Background: an optimization exercise with open tools, aiming at small area and few clock cycles. Do not read the settings as production practice.
In this exercise RTL edits were held to simulation tests only and were not proved equivalent to the original.
No run shown here takes its clock network from TritonCTS; it comes from the design's own scripts or RTL.
No driver is modelled on the clock port, so clock power and skew are understated where the tree is cut down; a real chip needs a root buffer or a tree.
No activity file was given, so power comes from the tool's default toggle rates.

## flow/config.mk

```make
export PLATFORM = sky130hd
export DESIGN_NAME = osc2midi_bridge
export DESIGN_NICKNAME = osc2midi_bridge
export VERILOG_FILES = /design/flow/design.v
export SDC_FILE = /design/flow/constraint.sdc
export NUM_CORES = 4
export LEC_CHECK = 0
export ABC_AREA = 1
export CAP_MARGIN = 20
export CORE_MARGIN = 2
export CORE_UTILIZATION = 40
export SLEW_MARGIN = 20
```

## flow/constraint.sdc

```tcl
create_clock -name core_clock -period 6.0 [get_ports {clk}]
set_input_delay 1.2000 -clock core_clock [delete_from_list [all_inputs] [get_ports {clk}]]
set_output_delay 1.2000 -clock core_clock [all_outputs]
set_load 0.01 [all_outputs]
```

## flow/design.v

```verilog
module osc2midi_decoder (
    input  wire        clk,
    input  wire        rst,
    input  wire        strobe,      
    input  wire [7:0]  in_byte,
    output reg         emit,        
    output reg  [31:0] pkt
);
    reg [7:0] rs;                   
    reg [6:0] b1;                   
    reg [1:0] n;                    
    reg       sx;                   
    wire [7:0] b = in_byte;
    reg [1:0] exp_cnt;
    always @(*) begin
        case (rs[7:4])
            4'h8, 4'h9, 4'hA, 4'hB, 4'hE: exp_cnt = 2'd2;
            4'hC, 4'hD:                   exp_cnt = 2'd1;
            4'hF: begin
                case (rs[3:0])
                    4'h1, 4'h3: exp_cnt = 2'd1;
                    4'h2:       exp_cnt = 2'd2;
                    default:    exp_cnt = 2'd0;
                endcase
            end
            default: exp_cnt = 2'd0;
        endcase
    end
    wire [3:0] cin = (rs[7:4] != 4'hF) ? rs[7:4] : (rs[1:0] == 2'b10) ? 4'h3 : 4'h2;
    wire is_rt     = (b[7:3] == 5'b11111);
    wire is_f7     = (b == 8'hF7);
    wire is_f0     = (b == 8'hF0);
    wire is_status = b[7] && !is_rt;
    wire is_f46    = (b[7:2] == 6'b111101) && (b[1:0] != 2'b11);
    wire is_data   = !b[7];
    wire f7_1 = is_f7 && n[0];
    wire f7_2 = is_f7 && n[1];
    wire one  = !sx && exp_cnt[0];       
    reg  [3:0] cin_f;
    reg  [7:0] p0, p1, p2;
    always @(*) begin
        if (b[7]) begin
            emit  = is_rt || is_f46 || (is_f7 && sx);
            cin_f = is_rt ? 4'hF : f7_2 ? 4'h7 : f7_1 ? 4'h6 : 4'h5;
            p0    = (f7_1 || f7_2) ? rs : b;
            p1    = f7_1 ? b : f7_2 ? {1'b0, b1} : 8'h00;
            p2    = f7_2 ? b : 8'h00;
        end else begin
            emit  = sx ? n[1] : (one || (exp_cnt[1] && n[1]));
            cin_f = sx ? 4'h4 : cin;
            p0    = rs;
            p1    = one ? b : {1'b0, b1};
            p2    = one ? 8'h00 : b;
        end
        pkt = {4'h0, cin_f, p0, p1, p2};
    end
    reg [1:0] n_d;
    always @(*) begin
        if (is_status)
            n_d = 2'd1;
        else if (is_rt)
            n_d = n;
        else if (sx)
            n_d = n[1] ? 2'd0 : {n[0], !n[0]};
        else
            n_d = (exp_cnt[1] && n[0]) ? 2'd2 : 2'd1;
    end
    always @(posedge clk) begin
        if (rst) begin
            rs <= 8'h00;
            n  <= 2'd0;
            sx <= 1'b0;
        end else if (strobe) begin
            if (is_status || n == 2'd0)
                rs <= b;
            n <= n_d;
            if (is_status)
                sx <= is_f0;
        end
    end
    always @(posedge clk) begin
        if (strobe && n[0])
            b1 <= b[6:0];
    end
endmodule
module osc2midi_tx (
    input  wire       clk,
    input  wire       rst,
    input  wire       in_valid,
    output wire       in_ready,
    input  wire [7:0] in_byte,
    input  wire       in_bye,
    output wire       out_valid,
    input  wire       out_ready,
    output reg  [7:0] out_data,
    output wire       out_last
);
    reg        full;                
    reg        h_bye;               
    reg  [7:0] h_byte;              
    reg  [4:0] idx;                 
    wire        dec_emit;
    wire [31:0] dec_pkt;
    wire want = full && (h_bye || dec_emit);
    assign out_valid = (idx != 5'd0) || want;
    assign out_last  = (&idx[4:1]) || (&idx[3:0] && h_bye);
    wire xfer = out_valid && out_ready;
    wire done = full && (h_bye    ? (&idx[3:0] && out_ready) :                      
                         dec_emit ? (&{idx[4:3], idx[1:0]} && out_ready) : 1'b1);   
    assign in_ready = !full || done;
    osc2midi_decoder u_dec (
        .clk     (clk),
        .rst     (rst),
        .strobe  (done && !h_bye),
        .in_byte (h_byte),
        .emit    (dec_emit),
        .pkt     (dec_pkt)
    );
    function [7:0] hex_char(input [3:0] v);
        begin
            case (v)
                4'h0: hex_char = 8'h30;
                4'h1: hex_char = 8'h31;
                4'h2: hex_char = 8'h32;
                4'h3: hex_char = 8'h33;
                4'h4: hex_char = 8'h34;
                4'h5: hex_char = 8'h35;
                4'h6: hex_char = 8'h36;
                4'h7: hex_char = 8'h37;
                4'h8: hex_char = 8'h38;
                4'h9: hex_char = 8'h39;
                4'hA: hex_char = 8'h61;
                4'hB: hex_char = 8'h62;
                4'hC: hex_char = 8'h63;
                4'hD: hex_char = 8'h64;
                4'hE: hex_char = 8'h65;
                default: hex_char = 8'h66;
            endcase
        end
    endfunction
    reg [7:0] pbyte;
    always @(*) begin
        case (idx[2:1])
            2'd2:    pbyte = dec_pkt[31:24];
            2'd3:    pbyte = dec_pkt[23:16];
            2'd0:    pbyte = dec_pkt[15:8];
            default: pbyte = dec_pkt[7:0];
        endcase
    end
    wire [3:0] nib = idx[0] ? pbyte[3:0] : pbyte[7:4];
    always @(*) begin
        case (idx)
            5'd0:  out_data = 8'h2F;    
            5'd1:  out_data = 8'h6F;    
            5'd2:  out_data = 8'h73;    
            5'd3:  out_data = 8'h63;    
            5'd4:  out_data = 8'h32;    
            5'd5:  out_data = 8'h6D;    
            5'd6:  out_data = 8'h69;    
            5'd7:  out_data = 8'h64;    
            5'd8:  out_data = 8'h69;    
            5'd9:  out_data = 8'h2F;    
            5'd10: out_data = h_bye ? 8'h62 : 8'h65;    
            5'd11: out_data = h_bye ? 8'h79 : 8'h76;    
            5'd12: out_data = 8'h65;    
            5'd13: out_data = h_bye ? 8'h00 : 8'h6E;    
            5'd14: out_data = h_bye ? 8'h00 : 8'h74;    
            5'd16: out_data = 8'h2C;    
            5'd17: out_data = 8'h73;    
            5'd20, 5'd21, 5'd22, 5'd23,
            5'd24, 5'd25, 5'd26, 5'd27: out_data = hex_char(nib);
            default: out_data = 8'h00;
        endcase
    end
    always @(posedge clk) begin
        if (rst)
            full <= 1'b0;
        else if (in_ready)
            full <= in_valid;
    end
    always @(posedge clk) begin
        if (in_ready && in_valid) begin
            h_bye  <= in_bye;
            h_byte <= in_byte;
        end
    end
    always @(posedge clk) begin
        if (rst)
            idx <= 5'd0;
        else if (xfer)
            idx <= out_last ? 5'd0 : idx + 5'd1;
    end
endmodule
module osc2midi_rx (
    input  wire       clk,
    input  wire       rst,
    input  wire       rx_valid,
    output wire       rx_ready,
    input  wire [7:0] rx_data,
    input  wire       rx_last,
    output wire       mo_valid,
    input  wire       mo_ready,
    output reg  [7:0] mo_data,
    output wire       mo_bye
);
    reg [4:0]  cnt;                 
    wire       alive = (cnt != 5'd31);    
    reg        kind;                
    reg [23:0] val;                 
    reg        o_act;               
    reg [1:0]  o_rem;               
    wire       o_bye = o_act && (o_rem == 2'd0);
    assign rx_ready = !(o_act && alive && (cnt[4] || cnt[3:0] == 4'd15));
    wire accept = rx_valid && rx_ready;
    assign mo_valid = o_act;
    assign mo_bye   = o_bye;
    always @(*) begin
        case (o_rem)
            2'd3:    mo_data = val[23:16];
            2'd2:    mo_data = val[15:8];
            default: mo_data = val[7:0];
        endcase
    end
    reg [7:0] pfx;
    always @(*) begin
        case (cnt)
            5'd0:  pfx = 8'h2F;
            5'd1:  pfx = 8'h6F;
            5'd2:  pfx = 8'h73;
            5'd3:  pfx = 8'h63;
            5'd4:  pfx = 8'h32;
            5'd5:  pfx = 8'h6D;
            5'd6:  pfx = 8'h69;
            5'd7:  pfx = 8'h64;
            5'd8:  pfx = 8'h69;
            5'd9:  pfx = 8'h2F;
            5'd11: pfx = kind ? 8'h76 : 8'h79;
            5'd12: pfx = 8'h65;
            5'd13: pfx = kind ? 8'h6E : 8'h00;
            5'd14: pfx = kind ? 8'h74 : 8'h00;
            5'd16: pfx = 8'h2C;
            5'd17: pfx = 8'h73;
            default: pfx = 8'h00;
        endcase
    end
    wire       is_dig = (rx_data[7:4] == 4'h3) && (rx_data[3:0] <= 4'd9);
    wire       is_let = (rx_data[7:6] == 2'b01) && (rx_data[4:3] == 2'b00) &&
                        (rx_data[2:0] != 3'd0) && (rx_data[2:0] != 3'd7);
    wire       ch_ok  = is_dig || is_let;
    reg  [3:0] ch_val;
    always @(*) begin
        case ({rx_data[6], rx_data[2:0]})
            4'b1001: ch_val = 4'hA;
            4'b1010: ch_val = 4'hB;
            4'b1011: ch_val = 4'hC;
            4'b1100: ch_val = 4'hD;
            4'b1101: ch_val = 4'hE;
            4'b1110: ch_val = 4'hF;
            default: ch_val = rx_data[3:0];
        endcase
    end
    wire in_hex = cnt[4] && (cnt[3] || cnt[2]);         
    wire is_b10 = (rx_data == 8'h65) || (rx_data == 8'h62);
    wire match  = in_hex ? ch_ok : (cnt == 5'd10) ? is_b10 : (rx_data == pfx);
    reg [1:0] cin_len;
    always @(*) begin
        case (ch_val)
            4'h0, 4'h1:             cin_len = 2'd0;
            4'h2, 4'h6, 4'hC, 4'hD: cin_len = 2'd2;
            4'h5, 4'hF:             cin_len = 2'd1;
            default:                cin_len = 2'd3;
        endcase
    end
    wire ok      = alive && match;
    wire fin_bye = ok && !kind && (cnt == 5'd15);
    wire at27    = &{cnt[4:3], cnt[1:0]};
    wire fin_ev  = ok && at27 && (o_rem != 2'd0);
    always @(posedge clk) begin
        if (rst)
            cnt <= 5'd0;
        else if (accept) begin
            if (rx_last)
                cnt <= 5'd0;
            else if (!ok || at27 || fin_bye)
                cnt <= 5'd31;
            else
                cnt <= cnt + 5'd1;
        end
    end
    always @(posedge clk) begin
        if (accept && cnt == 5'd10)
            kind <= rx_data[0];
        if (accept && alive && in_hex && (cnt[3] || cnt[1]) &&    
            (cnt[3] ? (cnt[1] ? o_rem == 2'd3 : o_rem[1]) : o_rem != 2'd0))
            val <= {val[19:0], ch_val};
    end
    always @(posedge clk) begin
        if (rst)
            o_act <= 1'b0;
        else if (accept && (fin_bye || fin_ev))
            o_act <= 1'b1;
        else if (mo_ready && o_rem[1] == 1'b0)
            o_act <= 1'b0;
    end
    always @(posedge clk) begin
        if (accept && fin_bye)
            o_rem <= 2'd0;
        else if (accept && alive && cnt == 5'd21)
            o_rem <= cin_len;
        else if (o_act && mo_ready)
            o_rem <= o_rem - 2'd1;
    end
endmodule
module osc2midi_bridge (
    input  wire       clk,
    input  wire       rst,
    input  wire       in_valid,
    output wire       in_ready,
    input  wire [7:0] in_byte,
    input  wire       in_bye,
    output wire       out_valid,
    input  wire       out_ready,
    output wire [7:0] out_data,
    output wire       out_last,
    input  wire       rx_valid,
    output wire       rx_ready,
    input  wire [7:0] rx_data,
    input  wire       rx_last,
    output wire       mo_valid,
    input  wire       mo_ready,
    output wire [7:0] mo_data,
    output wire       mo_bye
);
    osc2midi_tx u_tx (
        .clk       (clk),
        .rst       (rst),
        .in_valid  (in_valid),
        .in_ready  (in_ready),
        .in_byte   (in_byte),
        .in_bye    (in_bye),
        .out_valid (out_valid),
        .out_ready (out_ready),
        .out_data  (out_data),
        .out_last  (out_last)
    );
    osc2midi_rx u_rx (
        .clk      (clk),
        .rst      (rst),
        .rx_valid (rx_valid),
        .rx_ready (rx_ready),
        .rx_data  (rx_data),
        .rx_last  (rx_last),
        .mo_valid (mo_valid),
        .mo_ready (mo_ready),
        .mo_data  (mo_data),
        .mo_bye   (mo_bye)
    );
endmodule
```

## flow/flow/run.sh

```bash
#!/bin/bash
# Own layout flow: the standard synthesis, its combinational logic re-mapped
# for area (registers untouched), then the standard layout steps.
set -euo pipefail
HERE=$(pwd)
R=$HERE/orfs/results/$FLOW_PLATFORM/osc2midi_bridge/base
YOSYS=$FLOW_HOME/../tools/install/yosys/bin/yosys
[[ -x $YOSYS ]] || YOSYS=yosys

bash standard.sh synth > "$HERE/std_synth.log" 2>&1

LIB=$FLOW_HOME/platforms/$FLOW_PLATFORM/lib/sky130_fd_sc_hd__tt_025C_1v80.lib
DU=""
for c in $(sed -n '/^export DONT_USE_CELLS/,/^$/p' $FLOW_HOME/platforms/$FLOW_PLATFORM/config.mk | tr -d '\\' | sed 's/export DONT_USE_CELLS += //'); do
  DU="$DU -dont_use $c"
done
cp "$R/1_2_yosys.v" "$HERE/std_netlist.v"
# A few randomised deep-synthesis runs side by side, each re-mapping the RX
# and TX logic separately; then the best RX mapping is put together with the
# best TX mapping, and the smallest netlist is kept.
area_of() { grep "Chip area for module" "$1" 2>/dev/null | tail -1 | awk '{print $NF}'; }
remap() {  # remap NAME RXSEED TXSEED
  sed "s/@SEED@/$2/" flow/reabc.abc.in > "$HERE/reabc_$1_rx.abc"
  sed "s/@SEED@/$3/" flow/reabc.abc.in > "$HERE/reabc_$1_tx.abc"
  LIB=$LIB NETLIST_IN=$HERE/std_netlist.v NETLIST_OUT=$HERE/reabc_netlist_$1.v TOP=$FLOW_TOP \
    ABC_RX=$HERE/reabc_$1_rx.abc ABC_TX=$HERE/reabc_$1_tx.abc DONT_USE_ARGS="$DU" \
    $YOSYS -c flow/reabc2.tcl > "$HERE/reabc_$1.log" 2>&1 || rm -f "$HERE/reabc_netlist_$1.v"
}
for seed in 1 2 3 4; do remap s$seed $seed $seed & done
wait
best=""; best_area=""; rx_best=""; rx_area=""; tx_best=""; tx_area=""
less() { awk "BEGIN{exit !($1 < $2)}"; }
for seed in 1 2 3 4; do
  n=$HERE/reabc_netlist_s$seed.v
  [[ -s "$n" ]] || continue
  a=$(area_of "$HERE/reabc_s$seed.log"); ra=$(area_of "$n.rx_stat"); ta=$(awk "BEGIN{print $a - $ra}")
  if [[ -z "$best" ]] || less "$a" "$best_area"; then best=s$seed; best_area=$a; fi
  if [[ -z "$rx_best" ]] || less "$ra" "$rx_area"; then rx_best=$seed; rx_area=$ra; fi
  if [[ -z "$tx_best" ]] || less "$ta" "$tx_area"; then tx_best=$seed; tx_area=$ta; fi
done
if [[ -n "$best" && "$rx_best" != "$tx_best" ]]; then
  remap mix "$rx_best" "$tx_best"
  n=$HERE/reabc_netlist_mix.v
  if [[ -s "$n" ]]; then
    a=$(area_of "$HERE/reabc_mix.log")
    if [[ -n "$a" ]] && less "$a" "$best_area"; then best=mix; best_area=$a; fi
  fi
fi
echo "reabc: $best area $best_area (rx seed $rx_best, tx seed $tx_best)" > "$HERE/reabc_choice.log"
if [[ -n "$best" ]]; then cp "$HERE/reabc_netlist_$best.v" "$R/1_2_yosys.v"; fi
rm -f "$R/1_synth.odb" "$R/1_synth.sdc"

# port buffers: the smallest buffer; clock tree: built by flow/pre_cts.tcl
export BUFFER_PORTS_ARGS="-buffer_cell sky130_fd_sc_hd__buf_1"
export CTS_ARGS="$(cat flow/cts_args.txt)"
export PRE_CTS_TCL="$HERE/flow/pre_cts.tcl"
bash standard.sh finish > "$HERE/std_finish.log" 2>&1
```

## flow/flow/cts_args.txt

```
-sink_clustering_enable -repair_clock_nets -dont_use_dummy_load -buf_list sky130_fd_sc_hd__clkbuf_8
```

## flow/flow/pre_cts.tcl

```tcl
# Clock tree for a small design: the flip-flops are split into four groups
# by location (median cuts in x, then in y); a leaf buffer at each group's
# centre drives its clock pins, and one root buffer, driven by the clock
# port, drives the four leaves. clock_tree_synthesis is then left with
# nothing to build.
set block [ord::get_db_block]
set db [ord::get_db]
set leaf_master [$db findMaster sky130_fd_sc_hd__clkbuf_8]
set root_master [$db findMaster sky130_fd_sc_hd__clkbuf_4]
set clknet [$block findNet clk]

set sinks {}
foreach it [$clknet getITerms] {
  set bb [[$it getInst] getBBox]
  lappend sinks [list $it [expr {([$bb xMin] + [$bb xMax]) / 2}] [expr {([$bb yMin] + [$bb yMax]) / 2}]]
}

proc split_half {items key} {
  set s [lsort -integer -index $key $items]
  set h [expr {[llength $s] / 2}]
  return [list [lrange $s 0 [expr {$h - 1}]] [lrange $s $h end]]
}

set groups {}
foreach half [split_half $sinks 1] {
  foreach q [split_half $half 2] {
    lappend groups $q
  }
}

set root [odb::dbInst_create $block $root_master clkbuf_root]
set rootnet [odb::dbNet_create $block clknet_root]
$rootnet setSigType CLOCK
[$root findITerm A] connect $clknet
[$root findITerm X] connect $rootnet

set k 0
set rx 0
set ry 0
foreach g $groups {
  set leaf [odb::dbInst_create $block $leaf_master clkbuf_leaf_$k]
  set net [odb::dbNet_create $block clknet_leaf_$k]
  $net setSigType CLOCK
  set sx 0
  set sy 0
  foreach s $g {
    set it [lindex $s 0]
    $it disconnect
    $it connect $net
    set sx [expr {$sx + [lindex $s 1]}]
    set sy [expr {$sy + [lindex $s 2]}]
  }
  set n [llength $g]
  [$leaf findITerm A] connect $rootnet
  [$leaf findITerm X] connect $net
  $leaf setLocation [expr {$sx / $n}] [expr {$sy / $n}]
  $leaf setPlacementStatus PLACED
  set rx [expr {$rx + $sx / $n}]
  set ry [expr {$ry + $sy / $n}]
  puts "clock leaf buffer $k drives $n sinks"
  incr k
}
$root setLocation [expr {$rx / $k}] [expr {$ry / $k}]
$root setPlacementStatus PLACED
global_connect

rename clock_tree_synthesis orig_clock_tree_synthesis
proc clock_tree_synthesis {args} {
  puts "clock_tree_synthesis skipped: clock buffers placed by pre_cts.tcl"
  set_propagated_clock [all_clocks]
}
```

## flow/flow/reabc.abc.in

```
strash
dc2
&get -n
&deepsyn -T 120 -S @SEED@
&put
strash
&get -n
&dch -f
&nf -R 1000
&put
mfs3 -ae -R 4 -H 5
mfs3 -aer -R 4 -H 5
```

## flow/flow/reabc2.tcl

```tcl
# Re-map the combinational logic of the standard synthesis netlist for area,
# the network-to-local (RX) and local-to-network (TX) paths separately (they
# share no logic). Flip-flops (and tie cells) are kept as they are, with
# their names.
yosys read_liberty -ignore_miss_func -overwrite $::env(LIB)
yosys read_verilog -overwrite $::env(NETLIST_IN)
yosys hierarchy -top $::env(TOP)
yosys setattr -mod -set keep_hierarchy 1 sky130_fd_sc_hd__*df* sky130_fd_sc_hd__*dl* sky130_fd_sc_hd__conb_1
yosys flatten
yosys opt_clean
set T $::env(TOP)
set rx_roots "$T/o:rx_ready $T/o:mo_valid %u $T/o:mo_data %u $T/o:mo_bye %u $T/c:*u_rx.* %u"
set tx_roots "$T/o:in_ready $T/o:out_valid %u $T/o:out_data %u $T/o:out_last %u $T/c:*u_tx.* %u"
yosys select -set rx {*}$rx_roots %ci*
yosys abc -script $::env(ABC_RX) -liberty $::env(LIB) {*}$::env(DONT_USE_ARGS) @rx
# area so far: flip-flops and the RX logic (unmapped gates count nothing)
yosys tee -o $::env(NETLIST_OUT).rx_stat stat -liberty $::env(LIB) $T
yosys select -set tx {*}$tx_roots %ci*
yosys abc -script $::env(ABC_TX) -liberty $::env(LIB) {*}$::env(DONT_USE_ARGS) @tx
yosys select -clear
yosys opt_clean -purge
# every gate must have been mapped to a library cell
yosys select -assert-none $T/t:\$_*
yosys hilomap -singleton -hicell sky130_fd_sc_hd__conb_1 HI -locell sky130_fd_sc_hd__conb_1 LO
yosys splitnets
yosys opt_clean -purge
yosys insbuf -buf sky130_fd_sc_hd__buf_4 A X
yosys select $::env(TOP)
yosys stat -liberty $::env(LIB)
yosys write_verilog -noattr -noexpr -nohex -nodec -selected $::env(NETLIST_OUT)
```

## flow/standard.sh

```bash
#!/bin/bash
# synth_recipe.tcl (not shown) runs the flow's synth.tcl, then flattens the netlist and writes it again
# the make line also repeats each setting of config.mk as NAME=value (left out here)
make -C /OpenROAD-flow-scripts/flow DESIGN_CONFIG=/design/flow/config.mk WORK_HOME=/design/flow/orfs CLKGATE_MAP_FILE= SYNTH_SCRIPT=/design/flow/synth_recipe.tcl "${@:-finish}"
```

==> metrics.md, run 1 <==
| Metric | Value |
|---|---|
| Die area | 9400 um2 |
| Worst reg2reg endpoint | u_rx.o_act$_SDFFE_PP0P_ |
| Post-Synthesis Cells | 377 |
| Setup crit end kind | output port |
| Setup_tns | 0 ns |
| CP Data Arrival Time | 4.10 ns |
| Largest net degree at the start of global routing | 25 |
| Cell Area, Placed | 3760 um2 |
| Final min period | 5.30 ns |
| Outcome | finished clean |
| Number of antenna violations at the first check in global routing | 0 |
| NumNets Final | 453 |
| Vias in the first global route | 2,787 |
| Worst-Skew Late Latency | 0.37 ns |
| Via density | 5.93 |
| Final Instance Area | 3830 um2 |
| Post-route antenna net violation count | 0 |
| Pins Over Slew Limit | 0 |
| Worst-path clk slew | 0.10 ns |
| Avg Cell Area, Syn | 9.17 um2 |
| Max-cap violations | 0 |
| All-Layer GR Usage | 0.168 |
| Layout cells sized above 1 | 0.0187 |
| Core Rows | 33 |
| Worst Path Required | 4.80 ns |
| Post-CTS Resized | 0 |
| DR DRC count | 0 |
| Worst setup SP type | flip-flop |
| Via count | 3,155 |
| Worst slew margin | 0.395 |
| Final-report setup violation count | 0 |
| Detailed Place HPWL | 6080 um |
| Post-CTS Setup Bufs | 0 |
| Leak | 1.23 nW |
| ANT cells | 0 |
| Skew final | 0.00860 ns |
| Initial core utilization | 0.417 |
| RePlAce Congestion | 0.927 |
| Hold Path Cell Cnt | 0 |
| Crit Path Category | flip-flop to output port |
| Pre-CTS setup slack | 1.14 ns |
| Syn Std Cell Area | 3460 um2 |
| Unrepaired setup endpoints after global routing | false |
| Worst reg2reg startpoint | u_rx.cnt[1]$_SDFFE_PP0P_ |
| # IOs | 46 |
| Post-DR wirelength/cell | 15.8 um |
| GRT overflow | 0 |
| Final hold vios | 0 |
| Worst-Margin Slew | 0.899 ns |
| Maximum clock frequency | 0.189 GHz |
| Worst R2R Setup Slack | 2.47 ns |
| Worst Hold End | u_rx.val[19]$_DFFE_PP_ |
| Power Dens Cells | 225 nW/um2 |
| 1st-pass router iterations | 5 |
| First-pass GRT wire length | 13,700 um |
| Tcrit/Tclk final | 0.883 |
| Max VDD drop | 0.0869 mV |
| Die Ht | 97.0 um |
| Final worst slack | 0.702 ns |
| Synthesis-to-layout area growth | 10.7% |
| Worst reg-to-reg path cell count | 15 |
| Fin util | 0.461 |
| Worst-path maximum fanout | 10 |
| Fill cell count | 807 |
| Warnings from Yosys | 3 |
| Die width | 97.0 um |
| Core area | 8300 um2 |
| IO buf count | 44 |
| Synthesized Nets | 401 |
| DRT iter0 DRCs | 209 |
| Min-delay src | u_rx.val[15]$_DFFE_PP_ |
| CTS hold repair buffers | 0 |
| Drt total wl | 8400 um |
| Worst hold-check path type | flip-flop to flip-flop |
layout make-up:
type	instances	area [um2]	area share
repair buffers	46	178	0.0464
plain buffers	5	62.6	0.0164
inverters	12	45.0	0.0118
flip-flops and latches	66	1730	0.453
multi-input cells	298	1680	0.439
well taps	105	131	0.0343
layout by cell type, fill, tap and decap left out, types with 5 or more instances in the layout:
cell       n
nand2_1   48
nand2b_1   7
nor2_1    53
nand3_1   11
a22o_1     8
or2_0      6
a21oi_1   29
a31oi_1    6
a221oi_1   6
o31ai_1    5
o21ai_0   19
nor3_1    16
and2_0     6
dfxtp_1   25
o22ai_1    8
edfxtp_1  41
clkinv_1  12
buf_1     44
sequential cells by signal (all words and copies together) (netlist names):
name and count:
u_rx.o_rem 2, u_rx.val 24, u_tx.h_byte 8, u_tx.u_dec.sx 1, u_tx.u_dec.n 2, u_rx.cnt 5, u_tx.u_dec.rs 8, u_rx.o_act 1
u_rx.kind 1, u_tx.h_bye 1, u_tx.idx 5, u_tx.full 1, u_tx.u_dec.b1 7
critical path, stage by stage, from the launching register on:
cell	delay [ns]
edfxtp_1	0.55
and4_1	0.33
nand4_1	0.12
nor2_1	0.06
a21boi_0	0.35
o32ai_1	0.18
nor4_1	0.71
a222oi_1	0.28
mux2i_1	0.19
o21ai_0	0.12
nand2_1	0.08
nand2_1	0.07
or2_0	0.22
nand2_1	0.14
nor2_1	0.05
a21oi_1	0.12
buf_1	0.16
per-layer routing:
| metal | wire length [um] | GRT usage |
|---|---|---|
| met5 | 0 | 0 |
| met4 | 119 | 0.0249 |
| met3 | 562 | 0.0159 |
| met2 | 3660 | 0.250 |
| met1 | 4060 | 0.269 |
worst max path at each step:
stage | start | cells past startpoint | slack, ns | to
after floorplan | u_tx.h_byte[7]$_DFFE_PP_ | 15 | 1.70 | out_data[0]
after detailed placement | u_tx.h_byte[7]$_DFFE_PP_ | 16 | 1.14 | out_data[0]
after CTS | u_tx.h_byte[7]$_DFFE_PP_ | 16 | 0.72 | out_data[0]
after global routing | u_tx.h_byte[7]$_DFFE_PP_ | 16 | 0.33 | out_data[0]
after global placement | u_tx.h_byte[7]$_DFFE_PP_ | 16 | 1.30 | out_data[0]
final | u_tx.h_byte[7]$_DFFE_PP_ | 16 | 0.70 | out_data[0]
through the flow:
stage / power, W / hold WS (ns) / instances
2_1_floorplan: 0.000621 / 0.427 / 377
3_3_place_gp: 0.000671 / 0.430 / 526
3_5_place_dp: 0.000671 / 0.437 / 527
4_1_cts: 0.000868 / 0.461 / 532
5_1_grt: 0.000904 / 0.465 / 532
6_report: 0.000862 / 0.456 / 532
power by group:
group          total [W]  internal (W)  switching (W)
Combinational   0.000136     0.0000527      0.0000836
Clock           0.000199     0.0000686       0.000130
Sequential      0.000527      0.000495      0.0000311
Testbench counts, summed over its fixed seeds: cycles 103,846.
==> run 2: changes to the inputs <==
--- a/flow/flow/run.sh
+++ b/flow/flow/run.sh
@@ -28,9 +28,11 @@
 }
 for seed in 1 2 3 4; do remap s$seed $seed $seed & done
 wait
+for seed in 5 6 7 8; do remap s$seed $seed $seed & done
+wait
 best=""; best_area=""; rx_best=""; rx_area=""; tx_best=""; tx_area=""
 less() { awk "BEGIN{exit !($1 < $2)}"; }
-for seed in 1 2 3 4; do
+for seed in 1 2 3 4 5 6 7 8; do
   n=$HERE/reabc_netlist_s$seed.v
   [[ -s "$n" ]] || continue
   a=$(area_of "$HERE/reabc_s$seed.log"); ra=$(area_of "$n.rx_stat"); ta=$(awk "BEGIN{print $a - $ra}")
==> metrics.md, run 2 <==
| Metric | Value |
|---|---|
| Crit Path Category | flip-flop to output port |
| Setup_tns | 0 ns |
| Maximum clock frequency | 0.185 GHz |
| Post-CTS Resized | 0 |
| Core Rows | 33 |
| Final-report setup violation count | 0 |
| Warnings from Yosys | 3 |
| Final hold vios | 0 |
| Synthesized Nets | 402 |
| Largest net degree at the start of global routing | 25 |
| 1st-pass router iterations | 5 |
| Worst slew margin | 0.473 |
| Number of antenna violations at the first check in global routing | 0 |
| Worst-Skew Late Latency | 0.39 ns |
| Crit path largest cell delay | 0.54 ns |
| Worst Path Required | 4.80 ns |
| Worst setup SP type | flip-flop |
| Sw frac | 0.287 |
| Worst reg2reg startpoint | u_rx.cnt[1]$_SDFFE_PP0P_ |
| Synthesis-to-layout area growth | 10.9% |
| Final worst slack | 0.590 ns |
| Core area | 8260 um2 |
| Detailed Place HPWL | 6210 um |
| Die width | 96.4 um |
| Max reg flops | 24 |
| Tcrit/Tclk final | 0.902 |
| Vias in the first global route | 2,745 |
| Post-route antenna net violation count | 0 |
| Cell Chain, Critical Path | and4_1 -> nand2_1 -> nor3_1 -> nand2_1 -> a2111oi_0 -> a211o_1 -> a21oi_1 -> nor2_1 -> a221oi_1 -> a21oi_1 -> a31oi_1 -> o21bai_1 -> a21oi_1 -> a2111oi_0 -> a21oi_1 -> buf_1 |
| Initial core utilization | 0.414 |
| Worst path most repeated cell | a21oi_1 |
| DR DRC count | 0 |
| Crit path launch | u_tx.h_byte[7]$_DFFE_PP_ |
| Post-Synthesis Cells | 378 |
| Max stage delay cell, worst path | edfxtp_1 |
| Worst-path maximum fanout | 10 |
| Area of the multi-input gates | 1640 um2 |
| CTS hold repair buffers | 0 |
| Min-delay src | u_rx.val[7]$_DFFE_PP_ |
| Comb pwr share | 0.159 |
| Via count | 3,117 |
| Pins Over Slew Limit | 0 |
| Pre-CTS setup slack | 1.09 ns |
| Buf/Inv on CP | 1 |
| Die Ht | 96.4 um |
| Drt total wl | 8440 um |
| Worst-path clk slew | 0.10 ns |
| Outcome | finished clean |
| RePlAce Congestion | 0.888 |
| Power Dens Cells | 230 nW/um2 |
| Post-DR wirelength/cell | 15.8 um |
| Die area | 9300 um2 |
| Setup crit end kind | output port |
| Layout cells sized above 1 | 0.0187 |
| P_sw | 0.000251 W |
| Max-cap violations | 0 |
| IO buf count | 44 |
| Biggest register | u_rx.val |
| Via density | 5.85 |
| Most frequent cells in the layout | nor2_1, nand2_1, buf_1 |
| Tot Pwr | 0.000872 W |
| Sequential share of power | 0.612 |
| Final min period | 5.41 ns |
| NumNets Final | 454 |
| Unrepaired setup endpoints after global routing | false |
| DRT iter0 DRCs | 231 |
| # IOs | 46 |
| CP delay by family, top | compound AO/OA/AOI/OAI gates |
| CP Data Arrival Time | 4.21 ns |
| Fill cell count | 840 |
| All-Layer GR Usage | 0.181 |
| Leak | 1.23 nW |
| GRT overflow | 0 |
| Syn Std Cell Area | 3420 um2 |
| Avg Cell Area, Syn | 9.04 um2 |
| Most common cell after layout, fill and taps aside | nor2_1 |
| Skew final | 0.0194 ns |
| Top Registers | u_rx.val x24, u_tx.h_byte x8, u_tx.u_dec.rs x8 |
| Worst-Margin Slew | 0.789 ns |
| Post-CTS Setup Bufs | 0 |
| Sequential Area | 1730 um2 |
| Pint | 0.000622 W |
| Clock share of power | 0.230 |
| Max VDD drop | 0.119 mV |
| First-pass GRT wire length | 13,700 um |
| Worst hold-check path type | flip-flop to flip-flop |
| ANT cells | 0 |
-- run 2: per-stage QoR --
step                      utilization  std cells  cell area (um2)  hold WS, ns
after global routing            0.459        533             3790        0.466
final                           0.459        533             3790        0.453
after CTS                       0.459        533             3790        0.458
after detailed placement        0.451        528             3730        0.435
after floorplan                     -        378             3420        0.427
after global placement          0.451        528             3730        0.431
-- run 2: final cells by class --
type / count / area share
inverter: 13 / 0.0129
timing repair buffer: 46 / 0.0475
sequential: 66 / 0.457
buffer: 5 / 0.0165
multi-input combinational: 298 / 0.431
tap: 105 / 0.0347
-- run 2: metal layers --
layer / wire (um) / vias to the layer above / part of all wire / track usage
met2: 3980 / 90 / 0.47 / 0.294
met3: 411 / 6 / 0.049 / 0.0155
li1: - / 1537 / - / -
met5: 0 / - / 0 / 0
met4: 93 / 0 / 0.011 / 0.0188
met1: 3950 / 1484 / 0.47 / 0.273
-- run 2: worst register-to-register path, cell delays in order, from the launching register on --
cell and delay [ns]:
dfxtp_1 0.54, nand2_1 0.22, xnor2_1 0.24, nor2_1 0.26, nor3_1 0.14, a221o_1 0.40
a311oi_1 0.25, a21oi_1 0.08, a21oi_1 0.14, nor2_1 0.06, nand2_1 0.09, a211oi_1 0.11
a21boi_0 0.42, nand2_1 0.14, or3_1 0.38, a21oi_1 0.13
-- run 2: power by group through the flow --
| stage | clock network, W | registers [W] | logic [W] |
|---|---|---|---|
| after floorplan | 0 | 0.000531 | 0.0000981 |
| after global placement | 0 | 0.000544 | 0.000137 |
| after detailed placement | 0 | 0.000543 | 0.000138 |
| after CTS | 0.000208 | 0.000533 | 0.000138 |
| after global routing | 0.000218 | 0.000537 | 0.000155 |
| final | 0.000200 | 0.000534 | 0.000138 |
-- run 2: final timing paths --
check	end	slack, ns	cells after the start
worst max-delay path	out_data[0]	0.59	16
worst min-delay path	u_rx.val[11]$_DFFE_PP_	0.45	0
worst min register to register	u_rx.val[11]$_DFFE_PP_	0.45	0
worst max register to register	u_rx.o_act$_SDFFE_PP0P_	2.35	15
==> run 3: changes to the inputs <==
--- a/flow/flow/run.sh
+++ b/flow/flow/run.sh
@@ -30,9 +30,11 @@
 wait
 for seed in 5 6 7 8; do remap s$seed $seed $seed & done
 wait
+for seed in 9 10 11 12; do remap s$seed $seed $seed & done
+wait
 best=""; best_area=""; rx_best=""; rx_area=""; tx_best=""; tx_area=""
 less() { awk "BEGIN{exit !($1 < $2)}"; }
-for seed in 1 2 3 4 5 6 7 8; do
+for seed in 1 2 3 4 5 6 7 8 9 10 11 12; do
   n=$HERE/reabc_netlist_s$seed.v
   [[ -s "$n" ]] || continue
   a=$(area_of "$HERE/reabc_s$seed.log"); ra=$(area_of "$n.rx_stat"); ta=$(awk "BEGIN{print $a - $ra}")
==> metrics.md, run 3 <==
| Metric | Value |
|---|---|
| Top Registers | u_rx.val x24, u_tx.h_byte x8, u_tx.u_dec.rs x8 |
| Worst reg-to-reg path cell count | 14 |
| Cell Chain, Critical Path | and4_1 -> nand2_1 -> nor3_1 -> nand2_1 -> a2111oi_0 -> a211o_1 -> a21oi_1 -> nor2_1 -> a221oi_1 -> a21oi_1 -> a31oi_1 -> o21bai_1 -> a21oi_1 -> a2111oi_0 -> a21oi_1 -> buf_1 |
| Die Ht | 96.7 um |
| DR DRC count | 0 |
| Post-route antenna net violation count | 0 |
| RePlAce Congestion | 0.912 |
| Max-cap violations | 0 |
| Min-delay src | u_rx.val[15]$_DFFE_PP_ |
| First-pass GRT wire length | 14,100 um |
| Via density | 5.92 |
| Warnings from Yosys | 3 |
| Worst hold-check path type | flip-flop to flip-flop |
| Die area | 9360 um2 |
| Drt total wl | 8600 um |
| Outcome | finished clean |
| Unrepaired setup endpoints after global routing | false |
| Grt met1 use | 0.246 |
| Worst slew margin | 0.458 |
| Final hold vios | 0 |
| Most common cell after layout, fill and taps aside | nor2_1 |
| Sw frac | 0.319 |
| Worst Path Required | 4.80 ns |
| Post-CTS Resized | 0 |
| Worst-path clk slew | 0.12 ns |
| Final-report setup violation count | 0 |
| Tcrit/Tclk final | 0.906 |
| Crit Path Category | flip-flop to output port |
| Worst-Margin Slew | 0.811 ns |
| Post-CTS Setup Bufs | 0 |
| Worst-path maximum fanout | 10 |
| Max reg flops | 24 |
| Setup crit end kind | output port |
| Setup_tns | 0 ns |
| Pins Over Slew Limit | 0 |
| CP Data Arrival Time | 4.23 ns |
| Worst-Skew Late Latency | 0.39 ns |
| Hold Path Cell Cnt | 0 |
| Met3 Usage GRT | 0.0145 |
| ANT cells | 0 |
| Post-DR wirelength/cell | 16.0 um |
| Max VDD drop | 0.149 mV |
| Die width | 96.7 um |
| All-Layer GR Usage | 0.173 |
| Post-Synthesis Cells | 382 |
| Max stage delay cell, worst path | edfxtp_1 |
| Biggest register | u_rx.val |
| Core area | 8260 um2 |
| GRT overflow | 0 |
| Cells after DPL | 532 |
| NumNets Final | 458 |
| 1st-pass router iterations | 5 |
| Most frequent cells in the layout | nor2_1, nand2_1, buf_1 |
| Sequential share of power | 0.574 |
| Maximum clock frequency | 0.184 GHz |
| CTS hold repair buffers | 0 |
| Power Dens Cells | 254 nW/um2 |
| Layout cells sized above 1 | 0.0185 |
| Crit path largest cell delay | 0.53 ns |
| # IOs | 46 |
| Avg Cell Area, Syn | 9.01 um2 |
| M2 GR Usage | 0.299 |
| Number of antenna violations at the first check in global routing | 0 |
| Fill cell count | 838 |
| Worst reg2reg startpoint | u_rx.cnt[3]$_SDFFE_PP0P_ |
| Final worst slack | 0.566 ns |
| Synthesis-to-layout area growth | 10.8% |
| Worst reg2reg endpoint | u_rx.cnt[1]$_SDFFE_PP0P_ |
| Via count | 3,178 |
| Pint | 0.000659 W |
| Leak | 1.25 nW |
| Worst Hold End | u_rx.val[19]$_DFFE_PP_ |
| Comb pwr share | 0.220 |
| Worst setup SP type | flip-flop |
| Initial core utilization | 0.417 |
| Worst path most repeated cell | a21oi_1 |
| Skew final | 0.0262 ns |
| Syn Std Cell Area | 3440 um2 |
| Detailed Place HPWL | 6210 um |
| Largest net degree at the start of global routing | 25 |
| IO buf count | 44 |
| Vias in the first global route | 2,885 |
| Pre-CTS setup slack | 1.15 ns |
| Worst R2R Setup Slack | 2.51 ns |
| Busiest grt layer | met2 |
| Non-filler cells, final | 537 |
| Core Rows | 33 |
| Final min period | 5.43 ns |
| Clock share of power | 0.206 |
| P_sw | 0.000309 W |
| DRT iter0 DRCs | 197 |
| Synthesized Nets | 406 |
run 3: worst max path at each step:
stage,start,end,slack (ns),cells after the start
CTS,u_tx.h_byte[7]$_DFFE_PP_,out_data[0],0.68,16
global placement,u_tx.h_byte[7]$_DFFE_PP_,out_data[0],1.25,16
global route,u_tx.h_byte[7]$_DFFE_PP_,out_data[0],0.11,16
detailed placement,u_tx.h_byte[7]$_DFFE_PP_,out_data[0],1.15,16
floorplan,u_tx.h_byte[7]$_DFFE_PP_,out_data[0],1.26,12
finish,u_tx.h_byte[7]$_DFFE_PP_,out_data[0],0.57,16
run 3: critical path: cells and delay by family (launching register included):
| kind | cells | cell delay (ns) |
|---|---|---|
| AO/OA/AOI/OAI | 10 | 2.26 |
| buffers and inverters | 1 | 0.14 |
| flip-flops | 1 | 0.53 |
| AND/OR/NAND/NOR | 5 | 0.93 |
run 3: layout make-up:
| cell class | instances | area [um2] | share of cell area |
|---|---|---|---|
| buffer | 5 | 62.6 | 0.0164 |
| inverter | 12 | 45.0 | 0.0118 |
| multi-input combinational | 303 | 1660 | 0.436 |
| sequential | 66 | 1730 | 0.454 |
| tap | 105 | 131 | 0.0344 |
| timing repair buffer | 46 | 180 | 0.0472 |
run 3: stage by stage:
| step | utilization | instance area, um2 | hold WS [ns] | total power [W] |
|---|---|---|---|---|
| floorplan | - | 3440 | 0.427 | 0.000700 |
| global placement | 0.454 | 3750 | 0.434 | 0.000777 |
| detailed placement | 0.454 | 3750 | 0.437 | 0.000777 |
| CTS | 0.462 | 3810 | 0.450 | 0.000979 |
| global route | 0.462 | 3810 | 0.461 | 0.00103 |
| finish | 0.462 | 3810 | 0.441 | 0.000967 |
run 3: power by group through the flow:
stage | Combinational (W) | Sequential, W | Clock, W
finish | 0.000213 | 0.000555 | 0.000199
global route | 0.000238 | 0.000561 | 0.000227
CTS | 0.000213 | 0.000555 | 0.000211
detailed placement | 0.000212 | 0.000565 | 0
global placement | 0.000211 | 0.000566 | 0
floorplan | 0.000151 | 0.000549 | 0
run 3: per-layer routing:
layer  share of wire  wire, um  up-vias
met4           0.013       114        0
met3           0.064       554       11
met1            0.44      3790     1495
met5               0         0        -
li1                -         -     1547
met2            0.48      4140      125

[afterwards: timing with drivers on the ports]
No port has a modelled driver above. Below, the same layouts with a new extraction and two added sets of constraints. Step 1 sets driving cells, clkbuf_16 on the clock port and buf_2 on the other inputs (assumed; they add their load-dependent delay and slew). Step 2 moves the port delays by t, midway between the first and last clock arrival at a register: inputs arrive t later, outputs are due t later. That takes back most of the time a late clock gives input paths. a / b / c = no drivers / after step 1 / after step 2; a / b = the first two.
| run | t, ns | setup WS [ns] | worst register clock-pin slew, ns | worst slew at a driven data input, ns | cell pins on the clock port's net |
|---|---|---|---|---|---|
| run 1 | 0.390 | 0.702 / 0.674 / 1.064 | 0.11 / 0.11 | 0.05 | 1 |
| run 2 | 0.410 | 0.590 / 0.560 / 0.970 | 0.12 / 0.12 | 0.05 | 1 |
| run 3 | 0.399 | 0.566 / 0.538 / 0.937 | 0.12 / 0.12 | 0.05 | 1 |
After both steps every run listed still meets setup and hold.
